This design comes from an exercise in tuning for small area, a short achievable clock period and few clock cycles on the open sky130 flow, not from production work.
The RTL was checked by simulation tests, not by an equivalence proof against the original design.
No activity file was given, so power comes from the tool's default toggle rates.

==> inputs of 03-27 <==
==> flow/design.v <==
module bod_framer #(
    parameter FB_CAP    = 64,       
    parameter MAX_FRAME = 80,       
    parameter [7:0] DATA_TERM = 8'h03
) (
    input  wire       clk,
    input  wire       rst,
    input  wire       cp_req_valid,
    output wire       cp_req_ready,
    input  wire [7:0] cp_req_data,
    output wire       cp_rsp_valid,
    input  wire       cp_rsp_ready,
    output wire [7:0] cp_rsp_data
);
    localparam AW = $clog2(FB_CAP);
    localparam DB = MAX_FRAME - 1;       
    localparam [7:0] OP_ENC = 8'h20, OP_DEC = 8'h21, OP_FBPUSH = 8'h30,
                     OP_VALIDATE = 8'h31, OP_FBCLEAR = 8'h32, OP_BVAL = 8'h40,
                     OP_BDATA = 8'h41, OP_STAT = 8'h60;
    localparam [7:0] ST_OK = 8'h00, ST_NEED = 8'h01, ST_CSUM = 8'h02,
                     ST_FULL = 8'h05, ST_TOO_LONG = 8'h06, ST_BAD_DIGIT = 8'h07,
                     ST_NONCANON = 8'h08, ST_ILLEGAL = 8'h0F;
    localparam [7:0] STX = 8'h02, ETX = 8'h03;
    localparam [2:0] S_OPC = 3'd0, S_OPND = 3'd1, S_LEN = 3'd2, S_DATA = 3'd3,
                     S_WAITV = 3'd4, S_RESP = 3'd5;
    localparam [2:0] C_ENC = 3'd0, C_DEC = 3'd1, C_PUSH = 3'd2, C_VAL = 3'd3,
                     C_BVAL = 3'd4, C_BDATA = 3'd5, C_STAT = 3'd6, C_ONE = 3'd7;
    reg [2:0]  state;
    reg [2:0]  cls;
    reg        ready_r, valid_r;
    reg [7:0]  out_q;            
    reg [7:0]  cnt;              
    reg [6:0]  ptr;              
    reg [3:0]  idx;              
    reg        err;              
    reg [7:0]  r1, r2, r3;       
    reg [7:0]    fbuf [0:FB_CAP-1];
    reg [AW-1:0] fb_head;
    reg [AW:0]   fb_len;
    reg [15:0]   cerr;
    reg [7:0] dbuf [0:DB-1];
    reg          sc_found;       
    reg          sc_stx;         
    reg          sc_apend;       
    reg [AW:0]   sc_off;         
    reg [AW-1:0] sc_ptr;         
    reg [AW-1:0] sc_s;           
    reg [6:0]    sc_flen;        
    reg [7:0]    sc_x;           
    reg [7:0]    sc_prev;        
    reg [7:0]    sc_a;           
    assign cp_req_ready = ready_r & ~rst;
    assign cp_rsp_valid = valid_r & ~rst;
    assign cp_rsp_data  = out_q;
    wire req_fire = cp_req_valid & ready_r;
    wire rsp_fire = cp_rsp_ready & valid_r;
    wire [7:0] din = cp_req_data;
    wire [7:0] w3 = dbuf[0], w2 = dbuf[1], w1 = dbuf[2], w0 = dbuf[3];
    wire [7:0] enc0 = {1'b0, {3{w3[7]}}, w3[7:4]} + 8'd32;
    wire [7:0] enc1 = {1'b0, w3[3:0], w2[7:5]} + 8'd32;
    wire [7:0] enc2 = {1'b0, w2[4:0], w1[7:6]} + 8'd32;
    wire [7:0] enc3 = {1'b0, w1[5:0], w0[7]} + 8'd32;
    wire [7:0] enc4 = {1'b0, w0[6:0]} + 8'd32;
    wire [7:0] bval_k = (enc0 ^ enc1 ^ enc2 ^ enc3 ^ enc4) | 8'h80;
    function digit_ok(input [7:0] d);
        digit_ok = (d >= 8'd32) && (d <= 8'd159);
    endfunction
    wire [6:0] g0 = dbuf[0][6:0] - 7'd32;
    wire [6:0] g1 = dbuf[1][6:0] - 7'd32;
    wire [6:0] g2 = dbuf[2][6:0] - 7'd32;
    wire [6:0] g3 = dbuf[3][6:0] - 7'd32;
    wire [6:0] g4 = dbuf[4][6:0] - 7'd32;
    wire [31:0] dec_val = {g0[3:0], g1, g2, g3, g4};
    wire dec_bad = !(digit_ok(dbuf[0]) && digit_ok(dbuf[1]) && digit_ok(dbuf[2]) &&
                     digit_ok(dbuf[3]) && digit_ok(din));
    wire [6:0] dg0 = dbuf[0][6:0] - 7'd32;
    wire dec_canon = (dg0[6:3] == 4'b0000) || (dg0[6:3] == 4'b1111);
    reg rd_rsp;
    wire [AW-1:0] rd_addr = rd_rsp ? ptr[AW-1:0] : sc_ptr;
    wire [7:0] rd_b = fbuf[rd_addr];
    reg [7:0] rd_d;
    integer di;
    always @(*) begin
        rd_d = 8'h00;
        for (di = 0; di < DB; di = di + 1)
            rd_d = rd_d | (dbuf[di] & {8{ptr == di}});
    end
    wire sc_idle = sc_found || (sc_off == fb_len);
    wire val_go = sc_idle && ((state == S_OPC && req_fire && din == OP_VALIDATE) ||
                              state == S_WAITV);
    wire sc_step = !sc_found && (sc_off != fb_len) && !rd_rsp;
    wire [7:0] sc_kc = sc_apend ? 8'h80 : ((sc_x ^ sc_prev) | 8'h80);
    wire sc_ok = (sc_kc == sc_prev);
    wire [AW-1:0] fb_tail = fb_head + fb_len[AW-1:0];
    wire fb_full = fb_len[AW];
    reg [7:0] nxt;
    always @(*) begin
        nxt = 8'h00;
        case (cls)
        C_ENC: case (idx)
            4'd0: nxt = enc0;
            4'd1: nxt = enc1;
            4'd2: nxt = enc2;
            4'd3: nxt = enc3;
            default: nxt = enc4;
            endcase
        C_DEC: if (!err) case (idx)
            4'd0: nxt = dec_val[31:24];
            4'd1: nxt = dec_val[23:16];
            4'd2: nxt = dec_val[15:8];
            default: nxt = dec_val[7:0];
            endcase
        C_PUSH: nxt = {1'b0, ptr};
        C_VAL: if (idx >= 4'd4) begin
                if (cnt == 8'd1) nxt = ETX;
                else if (cnt == 8'd2) nxt = r3;
                else if (idx == 4'd4) nxt = STX;
                else if (idx == 4'd5) nxt = r1;
                else nxt = rd_b;
            end else case (idx)
            4'd0: nxt = r1;
            4'd1: nxt = err ? r2 : ((r1 < 8'd10) ? 8'hFF : 8'h00);
            4'd2: nxt = r1 - 8'd10;
            default: nxt = r2;
            endcase
        C_BVAL: case (idx)
            4'd0: nxt = 8'h08;
            4'd1: nxt = STX;
            4'd2: nxt = enc0;
            4'd3: nxt = enc1;
            4'd4: nxt = enc2;
            4'd5: nxt = enc3;
            4'd6: nxt = enc4;
            4'd7: nxt = bval_k;
            default: nxt = ETX;
            endcase
        C_BDATA: if (idx == 4'd0) nxt = {1'b0, ptr} + 8'd1;
            else if (cnt == 8'd1) nxt = DATA_TERM;
            else nxt = rd_d;
        C_STAT: case (idx)
            4'd0: nxt = {1'b0, fb_len};
            4'd1: nxt = cerr[15:8];
            4'd2: nxt = cerr[7:0];
            default: nxt = 8'h00;
            endcase
        default: nxt = 8'h00;
        endcase
    end
    always @(posedge clk) begin
        if (state == S_DATA && cls == C_PUSH && !fb_full)
            fbuf[fb_tail] <= din;
        if (state == S_OPND || (state == S_DATA && cls == C_BDATA && !err))
            dbuf[ptr] <= din;
    end
    always @(posedge clk) begin
        if (rst) begin
            state    <= S_OPC;
            rd_rsp   <= 1'b0;
            ready_r  <= 1'b1;
            valid_r  <= 1'b0;
            fb_head  <= {AW{1'b0}};
            fb_len   <= {(AW+1){1'b0}};
            cerr     <= 16'd0;
            sc_found <= 1'b0;
            sc_stx   <= 1'b0;
            sc_apend <= 1'b0;
            sc_off   <= {(AW+1){1'b0}};
            sc_ptr   <= {AW{1'b0}};
        end else begin
            if (sc_step) begin
                sc_off <= sc_off + 1'b1;
                sc_ptr <= sc_ptr + 1'b1;
                sc_flen <= sc_flen + 7'd1;
                if (!(rd_b == ETX && sc_stx)) sc_prev <= rd_b;
                if (rd_b == STX) begin
                    sc_stx <= 1'b1;
                    sc_apend <= 1'b1;
                    sc_s <= sc_ptr;
                    sc_flen <= 7'd1;
                    sc_x <= 8'd0;
                end else if (rd_b == ETX && sc_stx) begin
                    sc_found <= 1'b1;
                end else begin
                    sc_x <= sc_x ^ rd_b;
                    if (sc_apend) begin
                        sc_a <= rd_b;
                        sc_apend <= 1'b0;
                    end
                end
            end
            case (state)
            S_OPC: if (req_fire) begin
                ptr <= 7'd0;
                idx <= 4'd0;
                case (din)
                OP_ENC, OP_BVAL: begin
                    cls <= (din == OP_ENC) ? C_ENC : C_BVAL;
                    cnt <= 8'd4;
                    state <= S_OPND;
                end
                OP_DEC: begin
                    cls <= C_DEC;
                    cnt <= 8'd5;
                    state <= S_OPND;
                end
                OP_FBPUSH, OP_BDATA: begin
                    cls <= (din == OP_FBPUSH) ? C_PUSH : C_BDATA;
                    state <= S_LEN;
                end
                OP_VALIDATE: begin
                    cls <= C_VAL;
                    ready_r <= 1'b0;
                    state <= S_WAITV;
                end
                OP_STAT: begin
                    cls <= C_STAT;
                    ready_r <= 1'b0;
                    valid_r <= 1'b1;
                    out_q <= ST_OK;
                    cnt <= 8'd5;
                    state <= S_RESP;
                end
                default: begin   
                    cls <= C_ONE;
                    ready_r <= 1'b0;
                    valid_r <= 1'b1;
                    out_q <= (din == OP_FBCLEAR) ? ST_OK : ST_ILLEGAL;
                    cnt <= 8'd0;
                    state <= S_RESP;
                    if (din == OP_FBCLEAR) begin
                        fb_len <= {(AW+1){1'b0}};
                        sc_found <= 1'b0;
                        sc_stx <= 1'b0;
                        sc_apend <= 1'b0;
                        sc_off <= {(AW+1){1'b0}};
                        sc_ptr <= fb_head;
                    end
                end
                endcase
            end
            S_OPND: if (req_fire) begin
                ptr <= ptr + 7'd1;
                cnt <= cnt - 8'd1;
                if (cnt == 8'd1) begin
                    ready_r <= 1'b0;
                    valid_r <= 1'b1;
                    state <= S_RESP;
                    case (cls)
                    C_DEC: begin
                        err <= dec_bad;
                        out_q <= dec_bad ? ST_BAD_DIGIT : (dec_canon ? ST_OK : ST_NONCANON);
                        cnt <= 8'd4;
                    end
                    C_ENC: begin out_q <= ST_OK; cnt <= 8'd5; end
                    default: begin out_q <= ST_OK; cnt <= 8'd9; end
                    endcase
                end
            end
            S_LEN: if (req_fire) begin
                cnt <= din;
                err <= (cls == C_BDATA) && (din >= MAX_FRAME);
                if (din == 8'd0) begin
                    ready_r <= 1'b0;
                    valid_r <= 1'b1;
                    out_q <= ST_OK;
                    cnt <= (cls == C_PUSH) ? 8'd1 : 8'd2;
                    state <= S_RESP;
                end else
                    state <= S_DATA;
            end
            S_DATA: if (req_fire) begin
                cnt <= cnt - 8'd1;
                if (cls == C_PUSH) begin
                    if (fb_full) err <= 1'b1;
                    else begin
                        fb_len <= fb_len + 1'b1;
                        ptr <= ptr + 7'd1;
                    end
                end else if (!err)
                    ptr <= ptr + 7'd1;
                if (cnt == 8'd1) begin
                    ready_r <= 1'b0;
                    valid_r <= 1'b1;
                    state <= S_RESP;
                    if (cls == C_PUSH) begin
                        out_q <= (err || fb_full) ? ST_FULL : ST_OK;
                        cnt <= 8'd1;
                    end else begin
                        out_q <= err ? ST_TOO_LONG : ST_OK;
                        cnt <= err ? 8'd0 : {1'b0, ptr} + 8'd3;
                    end
                end
            end
            S_RESP: if (rsp_fire) begin
                if (cnt == 8'd0) begin
                    rd_rsp <= 1'b0;
                    valid_r <= 1'b0;
                    ready_r <= 1'b1;
                    state <= S_OPC;
                end else begin
                    out_q <= nxt;
                    cnt <= cnt - 8'd1;
                    rd_rsp <= (cls == C_VAL) && !err && (idx >= 4'd5) && (cnt > 8'd3);
                    if (idx != 4'd15) idx <= idx + 4'd1;
                    if (rd_rsp || (cls == C_BDATA && idx != 4'd0))
                        ptr <= ptr + 7'd1;
                    else if (cls == C_BDATA)
                        ptr <= 7'd0;
                end
            end
            S_WAITV: ;
            default: state <= S_OPC;
            endcase
            if (val_go) begin
                valid_r <= 1'b1;
                state <= S_RESP;
                if (sc_found) begin
                    fb_head <= sc_ptr;
                    fb_len <= fb_len - sc_off;
                    sc_found <= 1'b0;
                    sc_stx <= 1'b0;
                    sc_apend <= 1'b0;
                    sc_off <= {(AW+1){1'b0}};
                    ptr <= {1'b0, sc_s + 2'd2};
                    r3 <= sc_prev;
                    err <= !sc_ok;
                    if (sc_ok) begin
                        out_q <= ST_OK;
                        cnt <= {1'b0, sc_flen} + 8'd4;
                        r1 <= sc_a;
                        r2 <= {1'b0, sc_flen};
                    end else begin
                        out_q <= ST_CSUM;
                        cnt <= 8'd2;
                        r1 <= sc_kc;
                        r2 <= sc_prev;
                        if (cerr != 16'hFFFF) cerr <= cerr + 16'd1;
                    end
                end else begin
                    out_q <= ST_NEED;
                    cnt <= 8'd0;
                end
            end
        end
    end
endmodule
==> flow/run.sh <==
#!/bin/bash
# synth_recipe.tcl (not shown) runs the flow's synth.tcl, then flattens the netlist and writes it again
# the make line also repeats each setting of config.mk as NAME=value (left out here)
make -C /OpenROAD-flow-scripts/flow DESIGN_CONFIG=/design/flow/config.mk WORK_HOME=/design/flow/orfs CLKGATE_MAP_FILE= SYNTH_SCRIPT=/design/flow/synth_recipe.tcl finish
==> flow/config.mk <==
export PLATFORM = sky130hd
export DESIGN_NAME = bod_framer
export DESIGN_NICKNAME = bod_framer
export VERILOG_FILES = /design/flow/design.v
export SDC_FILE = /design/flow/constraint.sdc
export NUM_CORES = 4
export LEC_CHECK = 0
export CAP_MARGIN = 20
export CORE_MARGIN = 2
export CORE_UTILIZATION = 40
export SETUP_SLACK_MARGIN = 5
export SLEW_MARGIN = 20
==> flow/constraint.sdc <==
create_clock -name core_clock -period 10.0 [get_ports {clk}]
set_input_delay 2.0000 -clock core_clock [delete_from_list [all_inputs] [get_ports {clk}]]
set_output_delay 2.0000 -clock core_clock [all_outputs]
set_load 0.01 [all_outputs]
==> 07-02: changes against 03-27 <==
--- a/flow/design.v
+++ b/flow/design.v
@@ -78,12 +78,24 @@
     reg rd_rsp;
     wire [AW-1:0] rd_addr = rd_rsp ? ptr[AW-1:0] : sc_ptr;
-    wire [7:0] rd_b = fbuf[rd_addr];
-    reg [7:0] rd_d;
-    integer di;
-    always @(*) begin
-        rd_d = 8'h00;
-        for (di = 0; di < DB; di = di + 1)
-            rd_d = rd_d | (dbuf[di] & {8{ptr == di}});
-    end
+    wire [8*FB_CAP-1:0] fb_flat;
+    genvar gi;
+    generate for (gi = 0; gi < FB_CAP; gi = gi + 1) begin : g_fb
+        assign fb_flat[8*gi +: 8] = fbuf[gi];
+    end endgenerate
+    wire [7:0] rd_b;
+    wire [8*DB-1:0] db_flat;
+    generate for (gi = 0; gi < DB; gi = gi + 1) begin : g_db
+        assign db_flat[8*gi +: 8] = dbuf[gi];
+    end endgenerate
+    wire [7:0] rd_d;
+    integer si;
+    reg [DB-1:0] dsel;                   
+    always @(*)
+        for (si = 0; si < DB; si = si + 1) dsel[si] = (ptr == si);
+    bod_framer_rdport #(.N(DB)) u_db_rd (.mem(db_flat), .sel(dsel), .q(rd_d));
+    reg [FB_CAP-1:0] fsel;               
+    always @(*)
+        for (si = 0; si < FB_CAP; si = si + 1) fsel[si] = (rd_addr == si);
+    bod_framer_rdport #(.N(FB_CAP)) u_fb_rd (.mem(fb_flat), .sel(fsel), .q(rd_b));
     wire sc_idle = sc_found || (sc_off == fb_len);
     wire val_go = sc_idle && ((state == S_OPC && req_fire && din == OP_VALIDATE) ||
@@ -147,9 +159,11 @@
         endcase
     end
+    integer wi;
     always @(posedge clk) begin
         if (state == S_DATA && cls == C_PUSH && !fb_full)
             fbuf[fb_tail] <= din;
-        if (state == S_OPND || (state == S_DATA && cls == C_BDATA && !err))
-            dbuf[ptr] <= din;
+        for (wi = 0; wi < DB; wi = wi + 1)
+            if (dsel[wi] && (state == S_OPND || (state == S_DATA && cls == C_BDATA && !err)))
+                dbuf[wi] <= din;
     end
     always @(posedge clk) begin
@@ -345,2 +359,38 @@
     end
 endmodule
+module bod_framer_rdport #(parameter N = 64) (
+    input  wire [8*N-1:0] mem,
+    input  wire [N-1:0]   sel,           
+    output wire [7:0]     q
+);
+    localparam NT = (N - 1) / 3;         
+    wire [8*NT-1:0] t_n;                 
+    genvar t, b;
+    generate for (t = 0; t < NT; t = t + 1) begin : g_t
+        for (b = 0; b < 8; b = b + 1) begin : g_b
+            bod_framer_ao222n u_ao (.a(mem[24*t+b]), .b(mem[24*t+8+b]), .c(mem[24*t+16+b]),
+                                    .sa(sel[3*t]), .sb(sel[3*t+1]), .sc(sel[3*t+2]),
+                                    .y_n(t_n[8*t+b]));
+        end
+    end endgenerate
+    bod_framer_nandtree #(.NP(NT)) u_or (.t_n(t_n), .m(mem[8*N-1 -: 8]), .s(sel[N-1]), .q(q));
+endmodule
+module bod_framer_ao222n (
+    input  wire a, b, c, sa, sb, sc,
+    output wire y_n
+);
+    assign y_n = ~((a & sa) | (b & sb) | (c & sc));
+endmodule
+module bod_framer_nandtree #(parameter NP = 21) (
+    input  wire [8*NP-1:0] t_n,
+    input  wire [7:0]      m,
+    input  wire            s,
+    output reg  [7:0]      q
+);
+    integer i;
+    always @(*) begin
+        q = m & {8{s}};
+        for (i = 0; i < NP; i = i + 1)
+            q = q | ~t_n[8*i +: 8];
+    end
+endmodule
==> flow/flow/run.sh (new file) <==
#!/bin/bash
set -euo pipefail
bash standard.sh SETUP_SLACK_MARGIN=6.0 finish > flow_make.log 2>&1
==> flow/standard.sh (new file) <==
#!/bin/bash
# synth_recipe.tcl (not shown) runs the flow's synth.tcl, then flattens the netlist and writes it again
# the make line also repeats each setting of config.mk as NAME=value (left out here)
make -C /OpenROAD-flow-scripts/flow DESIGN_CONFIG=/design/flow/config.mk WORK_HOME=/design/flow/orfs CLKGATE_MAP_FILE= SYNTH_SCRIPT=/design/flow/synth_recipe.tcl "${@:-finish}"
CORE_UTILIZATION = 50   (was 40)
CTS_BUF_LIST = sky130_fd_sc_hd__clkbuf_8   (was not set)
CTS_CLUSTER_DIAMETER = 60   (was not set)
CTS_CLUSTER_SIZE = 14   (was not set)
SYNTH_HIERARCHICAL = 1   (was not set)
SYNTH_MINIMUM_KEEP_SIZE = 0   (was not set)
removed: flow/run.sh
==> 10-10: changes against 03-27 <==
--- a/flow/design.v
+++ b/flow/design.v
@@ -78,12 +78,24 @@
     reg rd_rsp;
     wire [AW-1:0] rd_addr = rd_rsp ? ptr[AW-1:0] : sc_ptr;
-    wire [7:0] rd_b = fbuf[rd_addr];
-    reg [7:0] rd_d;
-    integer di;
-    always @(*) begin
-        rd_d = 8'h00;
-        for (di = 0; di < DB; di = di + 1)
-            rd_d = rd_d | (dbuf[di] & {8{ptr == di}});
-    end
+    wire [8*FB_CAP-1:0] fb_flat;
+    genvar gi;
+    generate for (gi = 0; gi < FB_CAP; gi = gi + 1) begin : g_fb
+        assign fb_flat[8*gi +: 8] = fbuf[gi];
+    end endgenerate
+    wire [7:0] rd_b;
+    wire [8*DB-1:0] db_flat;
+    generate for (gi = 0; gi < DB; gi = gi + 1) begin : g_db
+        assign db_flat[8*gi +: 8] = dbuf[gi];
+    end endgenerate
+    wire [7:0] rd_d;
+    integer si;
+    reg [DB-1:0] dsel;                   
+    always @(*)
+        for (si = 0; si < DB; si = si + 1) dsel[si] = (ptr == si);
+    bod_framer_rdport #(.N(DB)) u_db_rd (.mem(db_flat), .sel(dsel), .q(rd_d));
+    reg [FB_CAP-1:0] fsel;               
+    always @(*)
+        for (si = 0; si < FB_CAP; si = si + 1) fsel[si] = (rd_addr == si);
+    bod_framer_rdport #(.N(FB_CAP)) u_fb_rd (.mem(fb_flat), .sel(fsel), .q(rd_b));
     wire sc_idle = sc_found || (sc_off == fb_len);
     wire val_go = sc_idle && ((state == S_OPC && req_fire && din == OP_VALIDATE) ||
@@ -147,9 +159,11 @@
         endcase
     end
+    integer wi;
     always @(posedge clk) begin
         if (state == S_DATA && cls == C_PUSH && !fb_full)
             fbuf[fb_tail] <= din;
-        if (state == S_OPND || (state == S_DATA && cls == C_BDATA && !err))
-            dbuf[ptr] <= din;
+        for (wi = 0; wi < DB; wi = wi + 1)
+            if (dsel[wi] && (state == S_OPND || (state == S_DATA && cls == C_BDATA && !err)))
+                dbuf[wi] <= din;
     end
     always @(posedge clk) begin
@@ -345,2 +359,38 @@
     end
 endmodule
+module bod_framer_rdport #(parameter N = 64) (
+    input  wire [8*N-1:0] mem,
+    input  wire [N-1:0]   sel,           
+    output wire [7:0]     q
+);
+    localparam NT = (N - 1) / 3;         
+    wire [8*NT-1:0] t_n;                 
+    genvar t, b;
+    generate for (t = 0; t < NT; t = t + 1) begin : g_t
+        for (b = 0; b < 8; b = b + 1) begin : g_b
+            bod_framer_ao222n u_ao (.a(mem[24*t+b]), .b(mem[24*t+8+b]), .c(mem[24*t+16+b]),
+                                    .sa(sel[3*t]), .sb(sel[3*t+1]), .sc(sel[3*t+2]),
+                                    .y_n(t_n[8*t+b]));
+        end
+    end endgenerate
+    bod_framer_nandtree #(.NP(NT)) u_or (.t_n(t_n), .m(mem[8*N-1 -: 8]), .s(sel[N-1]), .q(q));
+endmodule
+module bod_framer_ao222n (
+    input  wire a, b, c, sa, sb, sc,
+    output wire y_n
+);
+    assign y_n = ~((a & sa) | (b & sb) | (c & sc));
+endmodule
+module bod_framer_nandtree #(parameter NP = 21) (
+    input  wire [8*NP-1:0] t_n,
+    input  wire [7:0]      m,
+    input  wire            s,
+    output reg  [7:0]      q
+);
+    integer i;
+    always @(*) begin
+        q = m & {8{s}};
+        for (i = 0; i < NP; i = i + 1)
+            q = q | ~t_n[8*i +: 8];
+    end
+endmodule
==> flow/flow/run.sh (new file) <==
#!/bin/bash
set -euo pipefail
bash standard.sh SETUP_SLACK_MARGIN=5.75 finish > flow_make.log 2>&1
==> flow/standard.sh (new file) <==
#!/bin/bash
# synth_recipe.tcl (not shown) runs the flow's synth.tcl, then flattens the netlist and writes it again
# the make line also repeats each setting of config.mk as NAME=value (left out here)
make -C /OpenROAD-flow-scripts/flow DESIGN_CONFIG=/design/flow/config.mk WORK_HOME=/design/flow/orfs CLKGATE_MAP_FILE= SYNTH_SCRIPT=/design/flow/synth_recipe.tcl "${@:-finish}"
CORE_UTILIZATION = 50   (was 40)
CTS_BUF_LIST = sky130_fd_sc_hd__clkbuf_8   (was not set)
CTS_CLUSTER_DIAMETER = 60   (was not set)
CTS_CLUSTER_SIZE = 14   (was not set)
SYNTH_HIERARCHICAL = 1   (was not set)
SYNTH_MINIMUM_KEEP_SIZE = 0   (was not set)
removed: flow/run.sh
==> notes <==
- Between 07-02 and 03-27, the lower worst hold slack is in 07-02 (gap 4.3 ps).
- Of 03-27 and 10-10, 10-10 has the higher clock skew (gap 33 ps).
- The lowest wire length belongs to 10-10, the highest to 03-27.
- Global-route usage: 03-27 < 10-10 < 07-02.
- Against 07-02, the synthesized cell count of 03-27 is higher by about 30%.
- Non-clock buffer count, lowest first: 10-10, 03-27, 07-02.
- The lowest power belongs to 10-10, the highest to 03-27.
==> figures <==
| item | 07-02 | 03-27 | 10-10 |
|---|---|---|---|
| Fraction of standard cell area in multi-input logic | 0.242 | 0.273 | 0.240 |
| Clock tree buffer count of the final layout | 115 | 168 | 109 |
| Run status | timing/DRC/antenna clean | timing/DRC/antenna clean | timing/DRC/antenna clean |
| Least setup slack across all paths after layout | 5550 ps | 5000 ps | 5570 ps |
| Footprint of the multi-input gates | 14000 um2 | 17500 um2 | 13600 um2 |
| Ratio of layout area to synthesized area | 1.127x | 1.132x | 1.099x |
| Hold Path Stages | 2 | 2 | 0 |
| Worst setup path endpoint | cp_req_ready | out_q[1]$_DFFE_PP_ | cp_req_ready |
| Die outline width | 325 um | 380 um | 325 um |
| Worst setup path class | input port to output pin | flop to flop | input port to output pin |
| Sw frac | 0.291 | 0.287 | 0.286 |
| Total die area | 106000 um2 | 145000 um2 | 106000 um2 |
| Area post-placement | 53400 um2 | 59500 um2 | 53400 um2 |
| Proportion of power drawn by the clock network | 0.259 | 0.375 | 0.262 |
| Total chip power | 11.0 mW | 13.3 mW | 10.8 mW |
| Shortest period the worst path allows | 4450 ps | 5000 ps | 4430 ps |
Testbench counts of 03-27, summed over its fixed seeds: cycles 178,481.
Testbench counts of 07-02, summed over its fixed seeds: cycles 178,481.
Testbench counts of 10-10, summed over its fixed seeds: cycles 178,481.

[separate check: timing with driven ports]
The results above use ideal ports. As a check the final layouts listed here were re-extracted and re-timed, cells and wires unchanged. Step 1: set_driving_cell puts a clkbuf_16 on clk and a buf_2 on each other input, an assumption about the parent block. Step 2 moves the port delays by t, midway between the first and last clock arrival at a register: inputs arrive t later, outputs are due t later. That takes back most of the time a late clock gives input paths. Slacks: no drivers / after step 1 / after step 2; pairs: no drivers / after step 1.
| run | t, ns | setup WS [ns] | worst setup path at the end | pins driven straight from the clock port |
|---|---|---|---|---|
| 03-27 | 0.847 | 4.999 / 4.999 / 4.408 | input to register | 1 |
| 07-02 | 0.869 | 5.547 / 5.493 / 5.177 | input to register | 1 |
| 10-10 | 0.872 | 5.572 / 5.524 / 4.985 | input to register | 1 |
After both steps every run listed still meets setup and hold. For 03-27, which loses most, drivers alone change the setup slack by 0.000 ns; drivers and shift together by -0.591 ns.
